Background: an optimization exercise with open tools, aiming at small area. Do not read the settings as production practice. Function was checked by simulation only, so behaviour that the tests miss may differ from the original. No activity file was given, so power comes from the tool's default toggle rates.

==> run Z <==
==> flow/design.v <==
module srcp (
  input  wire        clk,
  input  wire        rst,           
  input  wire        host_sel,
  input  wire        host_we,
  input  wire [5:0]  host_addr,
  input  wire [1:0]  host_size,
  input  wire [31:0] host_wdata,
  output reg  [31:0] host_rdata,
  output wire        host_err,
  output reg         gpio_req,
  output reg         gpio_we,
  output wire [31:0] gpio_addr,
  output wire [31:0] gpio_wdata,
  input  wire [31:0] gpio_rdata,
  input  wire        gpio_ack,
  input  wire [2:0]  grant,
  input  wire        sink_ok,
  output wire        evt_valid,
  output wire [15:0] evt_data,
  input  wire        evt_ready
);
  localparam [2:0] LS_UNCONFIGURED = 3'd0, LS_CONFIGURED = 3'd1,
                   LS_READY = 3'd2, LS_TORN_DOWN = 3'd3, LS_FAILED = 3'd4;
  localparam [3:0] S_IDLE  = 4'd0,
                   S_C_RD  = 4'd1,    
                   S_C_WR  = 4'd2,    
                   S_I_S17 = 4'd3,    
                   S_I_C27 = 4'd4,    
                   S_T_C17 = 4'd5,    
                   S_T_C27 = 4'd6,    
                   S_P_S27 = 4'd7,    
                   S_P_C27 = 4'd8,    
                   S_P_LEV = 4'd9,    
                   S_P_C17 = 4'd10,   
                   S_P_S17 = 4'd11,   
                   S_P_END = 4'd12,   
                   S_D     = 4'd13;   
  reg  [2:0]  lstate;
  reg  [3:0]  st;
  reg  [3:0]  idx;          
  reg  [31:0] d;            
  reg  [15:0] raw;
  reg         raw_nz;       
  reg         raw_valid;
  reg  [4:0]  err;          
  reg  [31:0] errcmd;
  reg  [1:0]  ecm;          
  wire busy = (st != S_IDLE);
  wire cfgd = (lstate == LS_CONFIGURED) || (lstate == LS_READY);
  assign host_err = host_sel && ((host_size != 2'd2) || (host_addr[1:0] != 2'b00));
  wire host_ok   = host_sel && (host_size == 2'd2) && (host_addr[1:0] == 2'b00);
  wire cmd_wr    = host_ok && host_we && (host_addr[5:2] == 4'h0);
  wire status_wr = host_ok && host_we && (host_addr[5:2] == 4'h1);
  always @(*) begin
    case (host_addr[5:2])
      4'h1:    host_rdata = {19'b0, err[4:0], 3'b0, raw_valid, lstate, busy};
      4'h2:    host_rdata = {16'b0, raw & {16{raw_nz}}};
      4'h3:    host_rdata = 32'h0001_12E1;
      4'h4:    host_rdata = 32'h0019_0001;
      4'h5:    host_rdata = 32'h0000_0728;
      4'h6:    host_rdata = ecm[1] ? 32'h1 : (errcmd & {32{ecm[0]}});
      default: host_rdata = 32'h0000_0000;
    endcase
  end
  wire [3:0] w_op   = host_wdata[3:0];
  wire       w_well = (w_op <= 4'd6) && (host_wdata[15:4] == 12'h000) &&
                      ((host_wdata[31:16] == 16'h0000) || (w_op == 4'd5));
  reg        w_legal;
  always @(*) begin
    case (w_op)
      4'd1:    w_legal = (lstate != LS_FAILED);
      4'd2:    w_legal = cfgd;
      4'd3:    w_legal = (lstate == LS_READY);
      4'd4:    w_legal = cfgd && raw_valid;
      4'd5:    w_legal = cfgd;
      default: w_legal = 1'b1;
    endcase
  end
  wire cmd_err = cmd_wr && (busy || !w_well || !w_legal);
  wire accept  = cmd_wr && !busy && w_well && w_legal;
  wire [10:0] cnt  = d[26:16];
  wire        done = cnt[10] & cnt[8];
  wire        cfail = !cfgd && !(&grant && sink_ok);
  always @(*) begin
    case (st)
      S_C_RD:                    gpio_req = !cfail;
      S_P_C27, S_P_LEV, S_P_S17: gpio_req = done;
      S_IDLE, S_P_END, S_D:      gpio_req = 1'b0;
      default:                   gpio_req = 1'b1;
    endcase
  end
  always @(*) begin
    case (st)
      S_C_RD, S_P_LEV: gpio_we = 1'b0;
      default:         gpio_we = 1'b1;
    endcase
  end
  reg [3:0] a52;
  always @(*) begin
    case (st)
      S_C_RD, S_C_WR:            a52 = (idx[1:0] == 2'd0) ? 4'h1 : 4'h2;
      S_I_S17, S_P_S27, S_P_S17: a52 = 4'h7;    
      S_P_LEV:                   a52 = 4'hD;    
      default:                   a52 = 4'hA;    
    endcase
  end
  assign gpio_addr = {24'h202000, 2'b00, a52, 2'b00};
  wire pin17 = (st == S_I_S17) || (st == S_T_C17) || (st == S_P_C17) || (st == S_P_S17);
  wire cwr   = (st == S_C_WR);
  wire [31:0] pinword = {4'b0, ~cwr & ~pin17, 9'b0, pin17, 17'b0};
  assign gpio_wdata = (d & {32{cwr}}) | pinword;
  wire acc = gpio_req && gpio_ack;
  wire ax    = idx[2] & ~idx[3];
  wire fin = idx[3] & idx[2];
  assign evt_valid = (st == S_D);
  assign evt_data  = {fin, ax, 2'b00, idx[3] & ~idx[2], ax, idx[1], idx[0],
                      6'b0, ax & d[0], ~fin & (d[0] | (ax & d[6]))};
  wire xfer = evt_valid && evt_ready;
  function [11:0] perm(input [15:0] r);
    perm = {r[7], r[5], r[11:8], r[6], r[4], r[3:0]};
  endfunction
  reg [3:0] st_n;
  always @(*) begin
    st_n = st;
    case (st)
      S_IDLE:
        if (accept)
          case (w_op)
            4'd1:    st_n = S_C_RD;
            4'd2:    st_n = S_I_S17;
            4'd3:    st_n = S_P_S27;
            4'd4,
            4'd5:    st_n = S_D;
            4'd6:    st_n = cfgd ? S_T_C17 : S_IDLE;
            default: st_n = S_IDLE;
          endcase
      S_C_RD:  if (cfail) st_n = S_IDLE; else if (acc) st_n = S_C_WR;
      S_C_WR:  if (acc) st_n = idx[1] ? S_IDLE : S_C_RD;
      S_I_S17: if (acc) st_n = S_I_C27;
      S_I_C27: if (acc) st_n = S_IDLE;
      S_T_C17: if (acc) st_n = S_T_C27;
      S_T_C27: if (acc) st_n = S_IDLE;
      S_P_S27: if (acc) st_n = S_P_C27;
      S_P_C27: if (acc) st_n = S_P_LEV;
      S_P_LEV: if (acc) st_n = S_P_C17;
      S_P_C17: if (acc) st_n = S_P_S17;
      S_P_S17: if (acc) st_n = (idx == 4'd15) ? S_P_END : S_P_LEV;
      S_P_END: if (done) st_n = S_IDLE;
      S_D:     if (xfer && fin) st_n = S_IDLE;
      default: st_n = S_IDLE;
    endcase
  end
  always @(posedge clk) begin
    if (rst) st <= S_IDLE;
    else     st <= st_n;
  end
  always @(posedge clk) begin
    if (accept)
      idx <= 4'd0;
    else if ((st == S_C_WR && acc) || (st == S_P_S17 && acc) || xfer)
      idx <= idx + 4'd1 + {3'b0, ax & (st == S_D)};
  end
  always @(posedge clk) begin
    if (st == S_C_RD && acc) begin
      d <= gpio_rdata;
      if (idx[1]) d[8:6]   <= 3'b000;
      else        d[23:21] <= 3'b001;
    end else begin
      if (accept && (w_op == 4'd4))
        d[11:0] <= perm(raw);
      else if (accept && (w_op == 4'd5))
        d[11:0] <= perm(host_wdata[31:16]);
      else if ((st == S_P_LEV && acc) || xfer)
        d[15:0] <= {~gpio_rdata[22], d[15:1]};
      if (st >= S_P_S27 && st <= S_P_END) begin
        if (acc)
          d[26:16] <= {1'b0, st != S_P_S27, 1'b0, st != S_P_S27, 7'b0};
        else if (!done)
          d[26:16] <= cnt + 11'd1;
      end
    end
  end
  always @(posedge clk) begin
    if (rst) begin
      lstate    <= LS_UNCONFIGURED;
      raw_valid <= 1'b0;
      raw_nz    <= 1'b0;
      err       <= 5'b0;
      ecm       <= 2'd0;
    end else begin
      if (status_wr)
        err <= err & ~host_wdata[12:8];
      if (cmd_err) begin
        ecm <= 2'd1;
        if (busy)        err[3] <= 1'b1;
        else if (!w_well) err[2] <= 1'b1;
        else             err[4] <= 1'b1;
      end
      if (accept && w_op == 4'd6 && !cfgd) begin
        raw_valid <= 1'b0;
        lstate    <= LS_TORN_DOWN;
      end
      if (st == S_C_RD && cfail) begin
        lstate <= LS_FAILED;
        ecm    <= 2'd2;
        if (!(&grant)) err[0] <= 1'b1;
        else           err[1] <= 1'b1;
      end
      if (st == S_C_WR && acc && idx[1] && !cfgd)
        lstate <= LS_CONFIGURED;
      if (st == S_I_C27 && acc)
        lstate <= LS_READY;
      if (st == S_T_C27 && acc) begin
        raw_valid <= 1'b0;
        lstate    <= LS_TORN_DOWN;
      end
      if (st == S_P_END && done) begin
        raw_valid <= 1'b1;
        raw_nz    <= 1'b1;
      end
    end
  end
  always @(posedge clk) begin
    if (cmd_err)
      errcmd <= host_wdata;
    if (st == S_P_END && done)
      raw <= d[15:0];
  end
endmodule
==> flow/run.sh <==
#!/bin/bash
# synth_recipe.tcl (not shown) runs the flow's synth.tcl, then flattens the netlist and writes it again
# the make line also repeats each setting of config.mk as NAME=value (left out here)
make -C /OpenROAD-flow-scripts/flow DESIGN_CONFIG=/design/flow/config.mk WORK_HOME=/design/flow/orfs CLKGATE_MAP_FILE= SYNTH_SCRIPT=/design/flow/synth_recipe.tcl finish
==> flow/config.mk <==
export PLATFORM = sky130hd
export DESIGN_NAME = srcp
export DESIGN_NICKNAME = srcp
export VERILOG_FILES = /design/flow/design.v
export SDC_FILE = /design/flow/constraint.sdc
export NUM_CORES = 4
export LEC_CHECK = 0
export CAP_MARGIN = 20
export CORE_MARGIN = 2
export CORE_UTILIZATION = 40
export SLEW_MARGIN = 20
==> flow/constraint.sdc <==
create_clock -name core_clock -period 10.0 [get_ports {clk}]
set_input_delay 2.0000 -clock core_clock [delete_from_list [all_inputs] [get_ports {clk}]]
set_output_delay 2.0000 -clock core_clock [all_outputs]
set_load 0.01 [all_outputs]
==> inputs of run X, as changes to run Z <==
==> flow/design.v, changed modules only <==
module srcp (
  input  wire        clk,
  input  wire        rst,           
  input  wire        host_sel,
  input  wire        host_we,
  input  wire [5:0]  host_addr,
  input  wire [1:0]  host_size,
  input  wire [31:0] host_wdata,
  output reg  [31:0] host_rdata,
  output wire        host_err,
  output reg         gpio_req,
  output reg         gpio_we,
  output wire [31:0] gpio_addr,
  output wire [31:0] gpio_wdata,
  input  wire [31:0] gpio_rdata,
  input  wire        gpio_ack,
  input  wire [2:0]  grant,
  input  wire        sink_ok,
  output wire        evt_valid,
  output wire [15:0] evt_data,
  input  wire        evt_ready
);
  localparam [2:0] LS_UNCONFIGURED = 3'd0, LS_CONFIGURED = 3'd1,
                   LS_READY = 3'd2, LS_TORN_DOWN = 3'd3, LS_FAILED = 3'd4;
  localparam [3:0] S_IDLE  = 4'd0,
                   S_C_RD  = 4'd1,    
                   S_C_WR  = 4'd2,    
                   S_W1    = 4'd3,    
                   S_C27   = 4'd4,    
                   S_P_LEV = 4'd5,    
                   S_P_C17 = 4'd6,    
                   S_P_S17 = 4'd7,    
                   S_P_END = 4'd8,    
                   S_D     = 4'd9;    
  reg  [2:0]  lstate;
  reg  [3:0]  st;
  reg  [3:0]  idx;          
  reg  [28:0] dn;           
  wire [28:0] d = ~dn;
  reg  [15:0] rawn;         
  wire [15:0] raw = ~rawn;
  reg         raw_nz;       
  reg         raw_valid;
  reg  [4:0]  err;          
  reg  [31:0] errcmd;
  reg  [1:0]  ecm;          
  wire busy = (st != S_IDLE);
  wire cfgd = (lstate == LS_CONFIGURED) || (lstate == LS_READY);
  assign host_err = host_sel && ((host_size != 2'd2) || (host_addr[1:0] != 2'b00));
  wire host_ok   = host_sel && (host_size == 2'd2) && (host_addr[1:0] == 2'b00);
  wire cmd_wr    = host_ok && host_we && (host_addr[5:2] == 4'h0);
  wire status_wr = host_ok && host_we && (host_addr[5:2] == 4'h1);
  always @(*) begin
    case (host_addr[5:2])
      4'h1:    host_rdata = {19'b0, err[4:0], 3'b0, raw_valid, lstate, busy};
      4'h2:    host_rdata = {16'b0, raw & {16{raw_nz}}};
      4'h3:    host_rdata = 32'h0001_12E1;
      4'h4:    host_rdata = 32'h0019_0001;
      4'h5:    host_rdata = 32'h0000_0728;
      4'h6:    host_rdata = ecm[1] ? 32'h1 : (errcmd & {32{ecm[0]}});
      default: host_rdata = 32'h0000_0000;
    endcase
  end
  wire [3:0] w_op   = host_wdata[3:0];
  wire       w_well = (w_op <= 4'd6) && (host_wdata[15:4] == 12'h000) &&
                      ((host_wdata[31:16] == 16'h0000) || (w_op == 4'd5));
  reg        w_legal;
  always @(*) begin
    case (w_op)
      4'd1:    w_legal = (lstate != LS_FAILED);
      4'd2:    w_legal = cfgd;
      4'd3:    w_legal = (lstate == LS_READY);
      4'd4:    w_legal = cfgd && raw_valid;
      4'd5:    w_legal = cfgd;
      default: w_legal = 1'b1;
    endcase
  end
  wire cmd_err = cmd_wr && (busy || !w_well || !w_legal);
  wire accept  = cmd_wr && !busy && w_well && w_legal;
  wire [10:0] cnt  = d[26:16];
  wire        done = (cnt == 11'h711);
  wire        cfail = !cfgd && !(&grant && sink_ok);
  always @(*) begin
    case (st)
      S_C_RD:                    gpio_req = !cfail;
      S_C27:                     gpio_req = done | (idx[1:0] != 2'd0);
      S_P_LEV, S_P_S17:          gpio_req = done;
      S_IDLE, S_P_END, S_D:      gpio_req = 1'b0;
      default:                   gpio_req = 1'b1;
    endcase
  end
  always @(*) begin
    case (st)
      S_C_RD, S_P_LEV: gpio_we = 1'b0;
      default:         gpio_we = 1'b1;
    endcase
  end
  reg [3:0] a52;
  always @(*) begin
    case (st)
      S_C_RD, S_C_WR:            a52 = (idx[1:0] == 2'd0) ? 4'h1 : 4'h2;
      S_P_S17:                   a52 = 4'h7;    
      S_W1:                      a52 = idx[1] ? 4'hA : 4'h7;
      S_P_LEV:                   a52 = 4'hD;    
      default:                   a52 = 4'hA;    
    endcase
  end
  assign gpio_addr = {24'h202000, 2'b00, a52, 2'b00};
  wire pin17 = (st == S_W1 && idx[1:0] != 2'd0) || (st == S_P_C17) || (st == S_P_S17);
  wire cwr   = (st == S_C_WR);
  wire [31:0] pinword = {4'b0, ~cwr & ~pin17, 9'b0, pin17, 17'b0};
  wire [31:0] fword   = {d[28:21], idx[1] ? d[8:6] : 3'b001, d[20:9],
                         idx[1] ? 3'b000 : d[8:6], d[5:0]};
  assign gpio_wdata = (fword & {32{cwr}}) | pinword;
  wire acc = gpio_req && gpio_ack;
  wire ax    = idx[2] & ~idx[3];
  wire fin = idx[3] & idx[2];
  assign evt_valid = (st == S_D);
  assign evt_data  = {fin, ax, 2'b00, idx[3] & ~idx[2], ax, idx[1], idx[0],
                      6'b0, ax & d[0], ~fin & (d[0] | (ax & d[6]))};
  wire xfer = evt_valid && evt_ready;
  function [11:0] perm(input [15:0] r);
    perm = {r[7], r[5], r[11:8], r[6], r[4], r[3:0]};
  endfunction
  reg [3:0] st_n;
  always @(*) begin
    st_n = st;
    case (st)
      S_IDLE:
        if (accept)
          case (w_op)
            4'd1:    st_n = S_C_RD;
            4'd2,
            4'd3:    st_n = S_W1;
            4'd4,
            4'd5:    st_n = S_D;
            4'd6:    st_n = cfgd ? S_W1 : S_IDLE;
            default: st_n = S_IDLE;
          endcase
      S_C_RD:  if (cfail) st_n = S_IDLE; else if (acc) st_n = S_C_WR;
      S_C_WR:  if (acc) st_n = idx[1] ? S_IDLE : S_C_RD;
      S_W1:    if (acc) st_n = S_C27;
      S_C27:   if (acc) st_n = (idx[1:0] == 2'd0) ? S_P_LEV : S_IDLE;
      S_P_LEV: if (acc) st_n = S_P_C17;
      S_P_C17: if (acc) st_n = S_P_S17;
      S_P_S17: if (acc) st_n = (idx == 4'd15) ? S_P_END : S_P_LEV;
      S_P_END: if (done) st_n = S_IDLE;
      S_D:     if (xfer && fin) st_n = S_IDLE;
      default: st_n = S_IDLE;
    endcase
  end
  always @(posedge clk) begin
    if (rst) st <= S_IDLE;
    else     st <= st_n;
  end
  always @(posedge clk) begin
    if (accept)
      idx <= {2'b00, w_op == 4'd6, w_op == 4'd2};
    else if ((st == S_C_WR && acc) || (st == S_P_S17 && acc) || xfer)
      idx <= idx + 4'd1 + {3'b0, ax & (st == S_D)};
  end
  always @(posedge clk) begin
    if (st == S_C_RD && acc) begin
      dn <= ~({gpio_rdata[31:24], gpio_rdata[20:9],
            idx[1] ? gpio_rdata[23:21] : gpio_rdata[8:6], gpio_rdata[5:0]});
    end else begin
      if (accept && (w_op == 4'd4))
        dn[11:0] <= ~(perm(raw));
      else if (accept && (w_op == 4'd5))
        dn[11:0] <= ~(perm(host_wdata[31:16]));
      else if ((st == S_P_LEV && acc) || xfer)
        dn[15:0] <= ~({~gpio_rdata[22], d[15:1]});
      if (acc)
        dn[26:16] <= ~({1'b0, st == S_W1, 9'h100});
      else if (!done && st != S_C_WR)
        dn[26:16] <= ~({cnt[9:0], cnt[10] ^ cnt[8]});
    end
  end
  always @(posedge clk) begin
    if (rst) begin
      lstate    <= LS_UNCONFIGURED;
      raw_valid <= 1'b0;
      raw_nz    <= 1'b0;
      err       <= 5'b0;
      ecm       <= 2'd0;
    end else begin
      if (status_wr)
        err <= err & ~host_wdata[12:8];
      if (cmd_err) begin
        ecm <= 2'd1;
        if (busy)        err[3] <= 1'b1;
        else if (!w_well) err[2] <= 1'b1;
        else             err[4] <= 1'b1;
      end
      if (accept && w_op == 4'd6 && !cfgd) begin
        raw_valid <= 1'b0;
        lstate    <= LS_TORN_DOWN;
      end
      if (st == S_C_RD && cfail) begin
        lstate <= LS_FAILED;
        ecm    <= 2'd2;
        if (!(&grant)) err[0] <= 1'b1;
        else           err[1] <= 1'b1;
      end
      if (st == S_C_WR && acc && idx[1] && !cfgd)
        lstate <= LS_CONFIGURED;
      if (st == S_C27 && acc && idx[0])
        lstate <= LS_READY;
      if (st == S_C27 && acc && idx[1]) begin
        raw_valid <= 1'b0;
        lstate    <= LS_TORN_DOWN;
      end
      if (st == S_P_END && done) begin
        raw_valid <= 1'b1;
        raw_nz    <= 1'b1;
      end
    end
  end
  always @(posedge clk) begin
    if (cmd_err)
      errcmd <= host_wdata;
    if (st == S_P_END && done)
      rawn <= ~d[15:0];
  end
endmodule
==> flow/flow/run.sh (new file) <==
#!/bin/bash
# The standard layout (standard.sh), built with these changes:
# - synthesis runs the standard synthesis script unchanged, but ABC maps
#   the logic with an area-oriented script (flow/abc_area_map.script) in
#   place of ORFS's speed script; the registers are the standard ones;
# - the port buffers use the smallest buffer cell, buf_1;
# - the constant outputs share one tie cell instead of one tie cell each;
# - the clock tree uses clkbuf_8 buffers and no dummy balancing loads.
# Each step's full output is in synth.log and standard.log here.
set -euo pipefail
rm -rf scripts_area
cp -r "$FLOW_HOME/scripts" scripts_area
cp flow/abc_area_map.script scripts_area/abc_speed.script
export BUFFER_PORTS_ARGS="-buffer_cell sky130_fd_sc_hd__buf_1"
export SKIP_REPAIR_TIE_FANOUT=1
export CTS_ARGS="-sink_clustering_enable -repair_clock_nets -dont_use_dummy_load -buf_list {sky130_fd_sc_hd__clkbuf_8}"
SCRIPTS_DIR="$PWD/scripts_area" bash standard.sh synth > synth.log 2>&1
bash standard.sh > standard.log 2>&1
==> flow/flow/abc_area_map.script (new file) <==
&get -n
&st
&deepsyn -T 60
&dch -f
&nf -R 1000 -a
&put
topo
==> flow/standard.sh (new file) <==
#!/bin/bash
# synth_recipe.tcl (not shown) runs the flow's synth.tcl, then flattens the netlist and writes it again
# the make line also repeats each setting of config.mk as NAME=value (left out here)
make -C /OpenROAD-flow-scripts/flow DESIGN_CONFIG=/design/flow/config.mk WORK_HOME=/design/flow/orfs CLKGATE_MAP_FILE= SYNTH_SCRIPT=/design/flow/synth_recipe.tcl "${@:-finish}"
Settings changed: CAP_MARGIN 20 to 0, CORE_UTILIZATION 40 to 55, SLEW_MARGIN 20 to 0.
removed: flow/run.sh
==> inputs of run C, as changes to run Z <==
--- a/flow/design.v
+++ b/flow/design.v
@@ -39,8 +39,10 @@
   reg  [2:0]  lstate;
   reg  [3:0]  st;
   reg  [3:0]  idx;          
-  reg  [31:0] d;            
-  reg  [15:0] raw;
+  reg  [28:0] dn;           
+  wire [28:0] d = ~dn;
+  reg  [15:0] rawn;         
+  wire [15:0] raw = ~rawn;
   reg         raw_nz;       
   reg         raw_valid;
   reg  [4:0]  err;          
@@ -80,7 +82,7 @@
   wire cmd_err = cmd_wr && (busy || !w_well || !w_legal);
   wire accept  = cmd_wr && !busy && w_well && w_legal;
   wire [10:0] cnt  = d[26:16];
-  wire        done = cnt[10] & cnt[8];
+  wire        done = (cnt == 11'h711);
   wire        cfail = !cfgd && !(&grant && sink_ok);
   always @(*) begin
     case (st)
@@ -109,7 +111,9 @@
   wire pin17 = (st == S_I_S17) || (st == S_T_C17) || (st == S_P_C17) || (st == S_P_S17);
   wire cwr   = (st == S_C_WR);
   wire [31:0] pinword = {4'b0, ~cwr & ~pin17, 9'b0, pin17, 17'b0};
-  assign gpio_wdata = (d & {32{cwr}}) | pinword;
+  wire [31:0] fword   = {d[28:21], idx[1] ? d[8:6] : 3'b001, d[20:9],
+                         idx[1] ? 3'b000 : d[8:6], d[5:0]};
+  assign gpio_wdata = (fword & {32{cwr}}) | pinword;
   wire acc = gpio_req && gpio_ack;
   wire ax    = idx[2] & ~idx[3];
   wire fin = idx[3] & idx[2];
@@ -163,22 +167,19 @@
   end
   always @(posedge clk) begin
     if (st == S_C_RD && acc) begin
-      d <= gpio_rdata;
-      if (idx[1]) d[8:6]   <= 3'b000;
-      else        d[23:21] <= 3'b001;
+      dn <= ~({gpio_rdata[31:24], gpio_rdata[20:9],
+            idx[1] ? gpio_rdata[23:21] : gpio_rdata[8:6], gpio_rdata[5:0]});
     end else begin
       if (accept && (w_op == 4'd4))
-        d[11:0] <= perm(raw);
+        dn[11:0] <= ~(perm(raw));
       else if (accept && (w_op == 4'd5))
-        d[11:0] <= perm(host_wdata[31:16]);
+        dn[11:0] <= ~(perm(host_wdata[31:16]));
       else if ((st == S_P_LEV && acc) || xfer)
-        d[15:0] <= {~gpio_rdata[22], d[15:1]};
-      if (st >= S_P_S27 && st <= S_P_END) begin
-        if (acc)
-          d[26:16] <= {1'b0, st != S_P_S27, 1'b0, st != S_P_S27, 7'b0};
-        else if (!done)
-          d[26:16] <= cnt + 11'd1;
-      end
+        dn[15:0] <= ~({~gpio_rdata[22], d[15:1]});
+      if (acc)
+        dn[26:16] <= ~({1'b0, st == S_P_S27, 9'h100});
+      else if (!done && st != S_C_WR)
+        dn[26:16] <= ~({cnt[9:0], cnt[10] ^ cnt[8]});
     end
   end
   always @(posedge clk) begin
@@ -225,6 +226,6 @@
     if (cmd_err)
       errcmd <= host_wdata;
     if (st == S_P_END && done)
-      raw <= d[15:0];
+      rawn <= ~d[15:0];
   end
 endmodule
==> flow/flow/run.sh (new file) <==
#!/bin/bash
# The standard layout (standard.sh), built with these changes:
# - synthesis runs the standard synthesis script unchanged, but ABC maps
#   the logic with an area-oriented script (flow/abc_area_map.script) in
#   place of ORFS's speed script; the registers are the standard ones;
# - the port buffers use the smallest buffer cell, buf_1;
# - the constant outputs share one tie cell instead of one tie cell each;
# - the clock tree uses clkbuf_8 buffers and no dummy balancing loads.
# Each step's full output is in synth.log and standard.log here.
set -euo pipefail
rm -rf scripts_area
cp -r "$FLOW_HOME/scripts" scripts_area
cp flow/abc_area_map.script scripts_area/abc_speed.script
export BUFFER_PORTS_ARGS="-buffer_cell sky130_fd_sc_hd__buf_1"
export SKIP_REPAIR_TIE_FANOUT=1
export CTS_ARGS="-sink_clustering_enable -repair_clock_nets -dont_use_dummy_load -buf_list {sky130_fd_sc_hd__clkbuf_8}"
SCRIPTS_DIR="$PWD/scripts_area" bash standard.sh synth > synth.log 2>&1
bash standard.sh > standard.log 2>&1
==> flow/flow/abc_area_map.script (new file) <==
&get -n
&st
&deepsyn -T 60
&dch -f
&nf -R 1000 -a
&put
topo
==> flow/standard.sh (new file) <==
#!/bin/bash
# synth_recipe.tcl (not shown) runs the flow's synth.tcl, then flattens the netlist and writes it again
# the make line also repeats each setting of config.mk as NAME=value (left out here)
make -C /OpenROAD-flow-scripts/flow DESIGN_CONFIG=/design/flow/config.mk WORK_HOME=/design/flow/orfs CLKGATE_MAP_FILE= SYNTH_SCRIPT=/design/flow/synth_recipe.tcl "${@:-finish}"
Settings changed: CAP_MARGIN 20 to 0, GPL_TIMING_DRIVEN set to 0, SLEW_MARGIN 20 to 0.
removed: flow/run.sh
==> notes <==
Against run Z, the flip-flop and latch count of run C is lower by 3.
Synthesized area, highest first: run Z, run C, run X.
The highest synthesized cell count belongs to run Z, the lowest to run X.
The highest via count belongs to run Z, the lowest to run X.
Clock skew: run Z < run X < run C.
Utilization, lowest first: run C, run Z, run X.
Of run C and run X, run C has the higher combinational power (gap about 60%, measured against run X).
==> figures <==
quantity                                                                                   run Z     run X     run C
Final standard cell count with taps included and fillers excluded                            928       720       808
Met1 Resource Use GR                                                                      30.24%    40.71%    29.52%
Clock group total power                                                                   329 uW    202 uW    203 uW
First-pass GRT wire length                                                              27240 um  21440 um  21310 um
Drt first-iter violations                                                                    316       335       402
Clock Pin Slew Worst Setup and Hold Paths                                                0.07 ns   0.07 ns   0.10 ns
Synthesis-stage register bit count                                                           100        97        97
Period utilization                                                                        64.62%    56.69%    60.92%
Area used by multi-input combinational logic                                            2586 um2  1807 um2  1853 um2
Register share of total power                                                              53.0%     57.2%     51.8%
Area share of the leading cell type in the synthesized netlist                            41.23%    48.53%    47.20%
Post-synthesis share of cell area spent on full adders, half adders and majority gates   0.6442%   0.5119%   0.5109%
Outcome                                                         no timing/DRC/antenna violations  no timing/DRC/antenna violations  no timing/DRC/antenna violations
Synthesized netlist cell count                                                               606       480       490
Maximum number of pins on one net before global-route repair                                  36        35        36
# nets final                                                                                 824       698       747

==> re-timing with driven ports <==
The results above use ideal ports. As a check the final layouts listed here were re-extracted and re-timed, cells and wires unchanged. Step 1 (the two cells are an assumption about what drives the block):
set clk [get_ports {clk}]
set_driving_cell -lib_cell sky130_fd_sc_hd__clkbuf_16 $clk
set_driving_cell -lib_cell sky130_fd_sc_hd__buf_2 [delete_from_list [all_inputs] $clk]
Step 2 adds t to the input delays and takes it off the output delays; t is the mean of the earliest and latest rising clock arrival at the registers after step 1. Input paths then give back, and output paths get back, about the clock's delay inside the block. Three values: ideal, step 1, step 2; two values: the first two.
run	shift t [ns]	setup slack, ns	worst setup path at the end	worst slew at a driven data input, ns	pins driven straight from the clock port
run Z	0.387	3.538 / 3.508 / 3.508	input to output	0.06	1
run X	0.374	4.331 / 4.305 / 4.305	input to output	0.06	1
run C	0.382	3.908 / 3.880 / 3.880	input to output	0.05	1
After both steps every run listed still meets setup and hold. For run Z, which loses most, drivers alone change the setup slack by -0.030 ns; drivers and shift together by -0.030 ns.
